What follows belongs to an exercise in optimizing a design on an open flow for small area, a short achievable clock period and few clock cycles per item; a production flow would make more cautious choices. Only simulation tests tie the RTL to the original design; equivalence was not proved. Power figures rest on the tool's default switching activity, not on a simulated workload.

==> flow/design.v <==
module uecp_frame_dec (
    input  wire       clk,
    input  wire       rst,
    input  wire       in_valid,
    output wire       in_ready,
    input  wire [7:0] in_data,
    input  wire       in_last,
    output reg        res_valid,
    input  wire       res_ready,
    output reg  [2:0] res_status,
    output wire [9:0] res_site,
    output wire [5:0] res_enc,
    output wire [7:0] res_seq,
    output wire [7:0] res_mel,
    output wire [7:0] res_nelem
);
    localparam [2:0] ST_OK      = 3'd0;
    localparam [2:0] ST_UNKNOWN = 3'd1;
    localparam [2:0] ST_CRC     = 3'd2;
    localparam [2:0] ST_SHORT   = 3'd4;
    localparam [1:0] W_CODE  = 2'd0;   
    localparam [1:0] W_SKIPC = 2'd1;   
    localparam [1:0] W_SKIPL = 2'd2;   
    localparam [1:0] W_LEN   = 2'd3;   
    function [7:0] lut;
        input [7:0] b;
        input       off;
        reg c01, c02, c03, c07, c0A, c13, c1A, c16, c0D, c19, c1C, c2D, c17;
        begin
            c01 = off ? (b == 8'h04) : (b == 8'h01);
            c02 = off ? (b == 8'h05) : (b == 8'h02);
            c03 = off ? (b == 8'h06) : (b == 8'h03);
            c07 = off ? (b == 8'h0A) : (b == 8'h07);
            c0A = off ? (b == 8'h0D) : (b == 8'h0A);
            c13 = off ? (b == 8'h16) : (b == 8'h13);
            c1A = off ? (b == 8'h1D) : (b == 8'h1A);
            c16 = off ? (b == 8'h19) : (b == 8'h16);
            c0D = off ? (b == 8'h10) : (b == 8'h0D);
            c19 = off ? (b == 8'h1C) : (b == 8'h19);
            c1C = off ? (b == 8'h1F) : (b == 8'h1C);
            c2D = off ? (b == 8'h30) : (b == 8'h2D);
            c17 = off ? (b == 8'h1A) : (b == 8'h17);
            lut[7] = c16 | c19 | c1C;
            lut[6] = c01 | c02 | c03 | c07 | c0A | c13 | c1A | c16 | c0D |
                     c19 | c1C | c2D | c17;
            lut[5] = c2D | c17;
            lut[4] = c0A | c13 | c16;
            lut[3] = c02 | c0D;
            lut[2] = c01;
            lut[1] = c02 | c03 | c07 | c1A | c0A | c13;
            lut[0] = c03 | c07 | c1A | c16 | c19 | c1C;
        end
    endfunction
    function [15:0] crc_step;
        input [15:0] a_in;
        input [7:0]  c;
        reg   [15:0] a;
        begin
            a = {a_in[7:0], a_in[15:8]};
            a = a ^ {8'h00, c};
            a = a ^ {12'h000, a[7:4]};
            a = a ^ {a[3:0], 12'h000};
            a = a ^ {3'b000, a[7:0], 5'b00000};
            crc_step = a;
        end
    endfunction
    reg        rdy;           
    reg        first;         
    reg        esc;           
    reg  [7:0] u_r;           
    reg  [7:0] l_r;           
    reg        uz_r, u1_r;    
    reg        uv_r;          
    reg        end_r;         
    reg        endesc_r;      
    reg        rst_r;         
    reg        u_go, e_go;    
    assign in_ready = rdy;
    wire accept = in_valid && rdy;
    wire mid    = !first && !in_last;
    always @(posedge clk) begin
        if (rst) begin
            first <= 1'b1;
            esc   <= 1'b0;
        end else if (accept) begin
            first <= in_last;
            esc   <= mid && !esc && (in_data == 8'hFD);
        end
    end
    always @(posedge clk)
        rst_r <= rst;
    wire uv_nx  = rdy ? (in_valid && mid && (esc || in_data != 8'hFD)) : uv_r;
    wire end_nx = rdy ? (in_valid && in_last) : end_r;
    wire rdy_nx;
    always @(posedge clk) begin
        if (rst) begin
            uv_r  <= 1'b0;
            end_r <= 1'b0;
            u_go  <= 1'b0;
            e_go  <= 1'b0;
        end else begin
            uv_r  <= uv_nx;
            end_r <= end_nx;
            u_go  <= rdy_nx && uv_nx;
            e_go  <= rdy_nx && end_nx;
        end
    end
    always @(posedge clk) begin
        if (rdy) begin
            u_r      <= esc ? (in_data + 8'hFD) : in_data;
            l_r      <= lut(in_data, esc);
            uz_r     <= esc ? (in_data == 8'h03) : (in_data == 8'h00);
            u1_r     <= esc ? (in_data == 8'h04) : (in_data == 8'h01);
            endesc_r <= esc;
        end
    end
    wire       lskip1 = l_r[7];
    wire       lv     = l_r[6];
    wire       llen   = l_r[5];
    wire       lskipl = l_r[4];
    wire [3:0] lskip  = l_r[3:0];
    reg [15:0] crc;
    reg        crc_ok;        
    reg  [2:0] ph;            
    reg        inb;           
    reg  [7:0] addr_hi, addr_lo, seq, mel, nelem;
    reg  [7:0] body_rem;
    reg  [1:0] wstate;
    reg        werr;
    reg  [7:0] skip;
    reg        skip1;         
    assign res_site  = {addr_hi, addr_lo[7:6]};
    assign res_enc   = addr_lo[5:0];
    assign res_seq   = seq;
    assign res_mel   = mel;
    assign res_nelem = nelem;
    reg [2:0] verdict;
    always @(*) begin
        if (endesc_r || ph < 3'd2)
            verdict = ST_SHORT;
        else if (!crc_ok)
            verdict = ST_CRC;
        else if (ph != 3'd6)
            verdict = ST_SHORT;
        else if (werr)
            verdict = ST_UNKNOWN;
        else if (wstate != W_CODE)
            verdict = ST_SHORT;
        else
            verdict = ST_OK;
    end
    wire ok  = !endesc_r && crc_ok && ph == 3'd6 && !werr && wstate == W_CODE;
    wire clr = e_go && !ok;
    wire res_valid_nx = (res_valid && !res_ready) || e_go;
    wire item_nx      = rdy ? (in_valid && (!first || in_last)) : 1'b1;
    assign rdy_nx     = !(item_nx && res_valid_nx);
    always @(posedge clk) begin
        if (rst) begin
            res_valid <= 1'b0;
            rdy       <= 1'b1;
        end else begin
            res_valid <= res_valid_nx;
            rdy       <= rdy_nx;
        end
    end
    always @(posedge clk)
        if (e_go)
            res_status <= verdict;
    wire [15:0] crc_nx = crc_step(crc, u_r);
    always @(posedge clk) begin
        if (rst_r || e_go) begin
            crc    <= 16'hFFFF;
            crc_ok <= 1'b0;
            ph     <= 3'd0;
            inb    <= 1'b0;
        end else if (u_go) begin
            crc    <= crc_nx;
            crc_ok <= (crc_nx == 16'h1D0F);
            if (!ph[2] || (ph == 3'd4 && !inb) || ph == 3'd5)
                ph <= ph + 3'd1;
            if (ph == 3'd3)
                inb <= !uz_r;
            else if (inb && body_rem == 8'd1)
                inb <= 1'b0;
        end
    end
    always @(posedge clk) begin
        if (u_go) begin
            if (ph == 3'd3)
                body_rem <= u_r;
            else
                body_rem <= body_rem - 8'd1;
        end
    end
    always @(posedge clk) begin
        if (clr) begin
            addr_hi <= 8'd0;
            addr_lo <= 8'd0;
            seq     <= 8'd0;
            mel     <= 8'd0;
        end else if (u_go && !ph[2]) begin
            addr_hi <= addr_lo;
            addr_lo <= seq;
            seq     <= mel;
            mel     <= u_r;
        end
    end
    wire b_go = u_go && inb && !werr;
    always @(posedge clk) begin
        if (clr || (u_go && ph == 3'd3))
            nelem <= 8'd0;
        else if (b_go && wstate == W_CODE && lv)
            nelem <= nelem + 8'd1;
    end
    always @(posedge clk) begin
        if (rst_r || e_go) begin
            wstate <= W_CODE;
            werr   <= 1'b0;
        end else if (b_go) begin
            case (wstate)
                W_CODE: begin
                    if (!lv)
                        werr <= 1'b1;
                    else if (llen)
                        wstate <= W_LEN;
                    else
                        wstate <= lskipl ? W_SKIPL : W_SKIPC;
                end
                W_SKIPC, W_SKIPL: begin
                    if (skip1)
                        wstate <= (wstate == W_SKIPL) ? W_LEN : W_CODE;
                end
                W_LEN: begin
                    if (!uz_r)
                        wstate <= W_SKIPC;
                    else
                        wstate <= W_CODE;
                end
            endcase
        end
    end
    always @(posedge clk) begin
        if (b_go) begin
            case (wstate)
                W_CODE:  begin skip <= {4'd0, lskip}; skip1 <= lskip1;         end
                W_LEN:   begin skip <= u_r;           skip1 <= u1_r;           end
                default: begin skip <= skip - 8'd1;   skip1 <= (skip == 8'd2); end
            endcase
        end
    end
endmodule
==> flow/config.mk <==
export PLATFORM = sky130hd
export DESIGN_NAME = uecp_frame_dec
export DESIGN_NICKNAME = uecp_frame_dec
export VERILOG_FILES = /design/flow/design.v
export SDC_FILE = /design/flow/constraint.sdc
export NUM_CORES = 4
export LEC_CHECK = 0
export CAP_MARGIN = 20
export CORE_MARGIN = 2
export CORE_UTILIZATION = 40
export CTS_CLUSTER_DIAMETER = 80
export CTS_CLUSTER_SIZE = 30
export SETUP_SLACK_MARGIN = 1.8
export SLEW_MARGIN = 20
==> flow/constraint.sdc <==
create_clock -name core_clock -period 3.5 [get_ports {clk}]
set_input_delay 0.7000 -clock core_clock [delete_from_list [all_inputs] [get_ports {clk}]]
set_output_delay 0.7000 -clock core_clock [all_outputs]
set_load 0.01 [all_outputs]
standard.sh (not shown) runs the stock make flow with config.mk's settings and CLKGATE_MAP_FILE= SYNTH_SCRIPT=/design/flow/synth_recipe.tcl, a recipe that flattens the netlist after the stock synthesis.
==> flow/flow/run.sh <==
#!/bin/bash
# Standard layout, with the I/O port buffers built from a small buffer cell
# instead of the delay cell buffer_ports picks on its own. Synthesis is the
# standard one (standard.sh synth), so the registers keep their names.
set -euo pipefail
bash standard.sh synth > synth.log 2>&1
bash standard.sh BUFFER_PORTS_ARGS="-buffer_cell sky130_fd_sc_hd__buf_2" finish > layout.log 2>&1
Testbench counts at the start, summed over its fixed seeds: cycles 39,233, frames 384.
==> next run, changes <==
--- a/flow/config.mk
+++ b/flow/config.mk
@@ -9,5 +9,3 @@
 export CORE_MARGIN = 2
-export CORE_UTILIZATION = 40
-export CTS_CLUSTER_DIAMETER = 80
-export CTS_CLUSTER_SIZE = 30
+export CORE_UTILIZATION = 35
 export SETUP_SLACK_MARGIN = 1.8
Result:
- non-clock buffer count climbs by 5
- register-to-register slack stays flat
- utilization drops by 5.9 points
- clock-buffer cell count stays the same
==> next run, changes <==
==> flow/flow/run.sh (replaced) <==
#!/bin/bash
# Standard layout with two changes: the I/O port buffers are built from a
# small buffer cell (instead of the delay cell buffer_ports picks on its own),
# and clock tree synthesis inserts no dummy loads. Synthesis is the standard
# one (standard.sh synth), so the registers keep their names.
set -euo pipefail
bash standard.sh synth > synth.log 2>&1
bash standard.sh \
  BUFFER_PORTS_ARGS="-buffer_cell sky130_fd_sc_hd__buf_2" \
  CTS_ARGS="-sink_clustering_enable -repair_clock_nets -dont_use_dummy_load -sink_clustering_size 30 -sink_clustering_max_diameter 100" \
  finish > layout.log 2>&1
--- a/flow/config.mk
+++ b/flow/config.mk
@@ -9,3 +9,3 @@
 export CORE_MARGIN = 2
-export CORE_UTILIZATION = 35
+export CORE_UTILIZATION = 40
 export SETUP_SLACK_MARGIN = 1.8
=>
- The changed run completed with no timing, DRC or antenna violations
- synthesized cell count stays the same
- sequential share of layout area increases by 0.78 points
- sequential power stays flat
- wire length goes down by 3.1%
==> next run, changes <==
==> flow/flow/run.sh (replaced) <==
#!/bin/bash
# Standard layout, with the I/O port buffers built from a small buffer cell
# instead of the delay cell buffer_ports picks on its own. Synthesis is the
# standard one (standard.sh synth), so the registers keep their names.
set -euo pipefail
bash standard.sh synth > synth.log 2>&1
bash standard.sh BUFFER_PORTS_ARGS="-buffer_cell sky130_fd_sc_hd__buf_2" finish > layout.log 2>&1
--- a/flow/config.mk
+++ b/flow/config.mk
@@ -9,3 +9,3 @@
 export CORE_MARGIN = 2
-export CORE_UTILIZATION = 40
+export CORE_UTILIZATION = 55
 export SETUP_SLACK_MARGIN = 1.8
=>
- critical path depth went down by 1
- setup slack loses 0.015 ns
- sequential share of layout area went up by 0.11 points
- worst hold slack gains 0.0061 ns
- synthesized area is unchanged
- register-to-register slack loses 0.07 ns
- count of clock-buffer cells in the layout stays the same
- wire length went up by 3.4%
- die area went down by 26%
- sequential power is about the same

afterwards: timing with drivers on the ports:
Ports are ideal in the flow. The routed layouts listed here were re-timed in OpenROAD.
Step 1 sets driving cells, clkbuf_16 on the clock port and buf_2 on the other inputs (assumed; they add their load-dependent delay and slew).
Step 2 times the ports against the registers' clock, not the clock port: input delays grow and output delays shrink by t, the midpoint of the rising clock arrivals with the driver on.
a / b / c = ideal / step 1 / step 2; a / b = the first two.
run	t (ns)	slack for setup (ns)	worst hold slack (ns)
the first run	0.391	1.835 / 1.796 / 1.463	0.450 / 0.450 / 0.450
the second run	0.395	1.835 / 1.791 / 1.463	0.451 / 0.451 / 0.451
the third run	0.382	1.840 / 1.802 / 1.451	0.451 / 0.451 / 0.451
the fourth run	0.403	1.824 / 1.795 / 1.465	0.457 / 0.457 / 0.457
After both steps setup and hold are still met in every run listed. For the third run, which loses most, drivers alone change the setup slack by -0.038 ns; drivers and shift together by -0.389 ns.
